From an optimization exercise on the open Yosys and OpenROAD flow, aimed at small area, a short achievable clock period and few clock cycles; shortcuts taken in it are not production practice. Function was checked by simulation only, so behaviour that the tests miss may differ from the original. Power figures rest on the tool's default switching activity, not on a simulated workload.

// sic_engine
module sic_engine (
    input  wire         clk,
    input  wire         rst,
    input  wire         cmd_valid,
    output wire         cmd_ready,
    input  wire [31:0]  cmd_word,
    input  wire [63:0]  cmd_opnd,
    input  wire [127:0] cmd_iv,
    input  wire [7:0]   cmd_iv_len,
    input  wire [63:0]  cmd_in_len,
    input  wire [63:0]  cmd_out_cap,
    output reg          done,
    output reg  [63:0]  result,
    output reg  [2:0]   err,
    input  wire         in_valid,
    output wire         in_ready,
    input  wire [7:0]   in_data,
    output wire         out_valid,
    input  wire         out_ready,
    output wire [7:0]   out_data,
    output wire         bc_req_valid,
    input  wire         bc_req_ready,
    output reg  [1:0]   bc_req_op,
    output wire [127:0] bc_req_block,
    input  wire         bc_rsp_valid,
    input  wire         bc_rsp_err,
    input  wire [127:0] bc_rsp_data
);
    localparam [1:0] BC_PROCESS = 2'd0, BC_RESET = 2'd1, BC_INIT = 2'd2;
    localparam [2:0] E_OK = 3'd0, E_CONFIG = 3'd1, E_LENGTH = 3'd2,
  ...
Settings: LEC_CHECK=0, CAP_MARGIN=20, CORE_MARGIN=2, CORE_UTILIZATION=55, SLEW_MARGIN=20, TNS_END_PERCENT=0; clock period 10.0 ns.
standard.sh (not shown) runs the stock make flow with config.mk's settings and CLKGATE_MAP_FILE= SYNTH_SCRIPT=/design/flow/synth_recipe.tcl, a recipe that flattens the netlist after the stock synthesis.
==> flow/flow/run.sh <==
#!/bin/bash
# Own layout flow: the standard layout (standard.sh, standard synthesis
# unchanged), with a tighter setup-repair target for the resizer and the
# smallest buffer cell on the ports.  make's full output goes to
# standard_flow.log; each ORFS step keeps its own log under orfs/logs.
set -euo pipefail
cd "$(dirname "$0")/.."
bash standard.sh SETUP_SLACK_MARGIN=6.2 \
    'BUFFER_PORTS_ARGS=-buffer_cell sky130_fd_sc_hd__buf_1' \
    finish > standard_flow.log 2>&1
Testbench counts at the start, summed over its fixed seeds: cycles 76,932.
Next try:
--- a/flow/flow/run.sh
+++ b/flow/flow/run.sh
@@ -8 +8 @@
-bash standard.sh SETUP_SLACK_MARGIN=6.2 \
+bash standard.sh SETUP_SLACK_MARGIN=6.3 \
- CORE_UTILIZATION: 55 -> 65
After rerunning: Sequential cell count stays the same; non-clock buffer count is lower by 6; design area is lower by about 1.1%; clock-buffer cell count is higher by 3; register-to-register slack degrades by 550 ps; setup slack degrades by 520 ps; combinational power is higher by about 8%; global-route usage is higher by 10 points; total power is lower by 0.93%.


try-juniper:
sic_engine again, from the RTL that the note above started with.
export LEC_CHECK = 0
export CAP_MARGIN = 20
export CORE_MARGIN = 2
export CORE_UTILIZATION = 55
export SLEW_MARGIN = 20
export TNS_END_PERCENT = 0
create_clock -name core_clock -period 10.0 [get_ports {clk}]
==> flow/flow/run.sh <==
#!/bin/bash
# Own layout flow: the standard layout (standard.sh, standard synthesis
# unchanged), with a tighter setup-repair target for the resizer and the
# smallest buffer cell on the ports.  make's full output goes to
# standard_flow.log; each ORFS step keeps its own log under orfs/logs.
set -euo pipefail
cd "$(dirname "$0")/.."
bash standard.sh SETUP_SLACK_MARGIN=6.6 \
    'BUFFER_PORTS_ARGS=-buffer_cell sky130_fd_sc_hd__buf_1' \
    finish > standard_flow.log 2>&1
try-juniper: flow completed, timing, DRC and antenna clean
Testbench counts of try-juniper, summed over its fixed seeds: cycles 76,932.
Setup changes, try-juniper to try-onyx
diff --git a/flow/flow/run.sh b/flow/flow/run.sh
--- a/flow/flow/run.sh
+++ b/flow/flow/run.sh
@@ -8 +8 @@
-bash standard.sh SETUP_SLACK_MARGIN=6.6 \
+bash standard.sh SETUP_SLACK_MARGIN=6.4 \
Notes after the runs:
From try-onyx to try-juniper, area after synthesis did not move at all. Re starting utilization of the core area: no difference whatsoever between try-onyx and try-juniper. Combinational share of power of try-onyx is on par with try-juniper.
The inputs of try-zinc differ from those of try-onyx as listed below.
- CTS_CLUSTER_DIAMETER now 80, previously not set
- CTS_CLUSTER_SIZE now 22, previously not set
- CORE_UTILIZATION now 65, was 55
diff --git a/flow/flow/run.sh b/flow/flow/run.sh
--- a/flow/flow/run.sh
+++ b/flow/flow/run.sh
@@ -8 +8 @@
-bash standard.sh SETUP_SLACK_MARGIN=6.4 \
+bash standard.sh SETUP_SLACK_MARGIN=6.6 \
Finished, but not clean: try-zinc, with max-capacitance violations, max-slew violations.
try-onyx finished every step from synthesis to the final layout, and the layout passed the timing, DRC and antenna checks.
try-onyx ended up with result[35] as its capture point of the worst path; try-zinc ended up with s_idle.
Compared with try-onyx, try-zinc shows a higher overall fraction of global-route tracks in use.
~same flip-flop and latch power in try-onyx and try-zinc
The setup slack of the critical path after layout of try-zinc falls short of that of try-onyx by 1.17 ns.
In the tables for try-onyx and try-zinc, clock power reads lower with try-zinc.
try-zinc can be clocked slower than try-onyx.

-- what the ideal ports hide --
Ports are ideal in the flow. The routed layouts listed here were re-timed in OpenROAD. Step 1 sets driving cells, clkbuf_16 on the clock port and buf_2 on the other inputs (assumed; they add their load-dependent delay and slew). Step 2 adds t to the input delays and takes it off the output delays; t is the mean of the earliest and latest rising clock arrival at the registers after step 1. Input paths then give back, and output paths get back, about the clock's delay inside the block. Three values: no drivers, after step 1, after step 2; two values: the first two.
| run | shift t [ns] | setup WS [ns] | worst data-port slew with drivers (ns) |
|---|---|---|---|
| the first run of note 1 | 0.667 | 6.053 / 6.079 / 5.421 | 0.12 |
| the second run of note 1 | 0.685 | 5.533 / 5.533 / 5.245 | 0.16 |
| try-juniper | 0.665 | 6.095 / 6.095 / 5.456 | 0.13 |
| try-onyx | 0.665 | 6.095 / 6.095 / 5.456 | 0.13 |
| try-zinc | 0.692 | 4.921 / 4.921 / 4.921 | 0.15 |
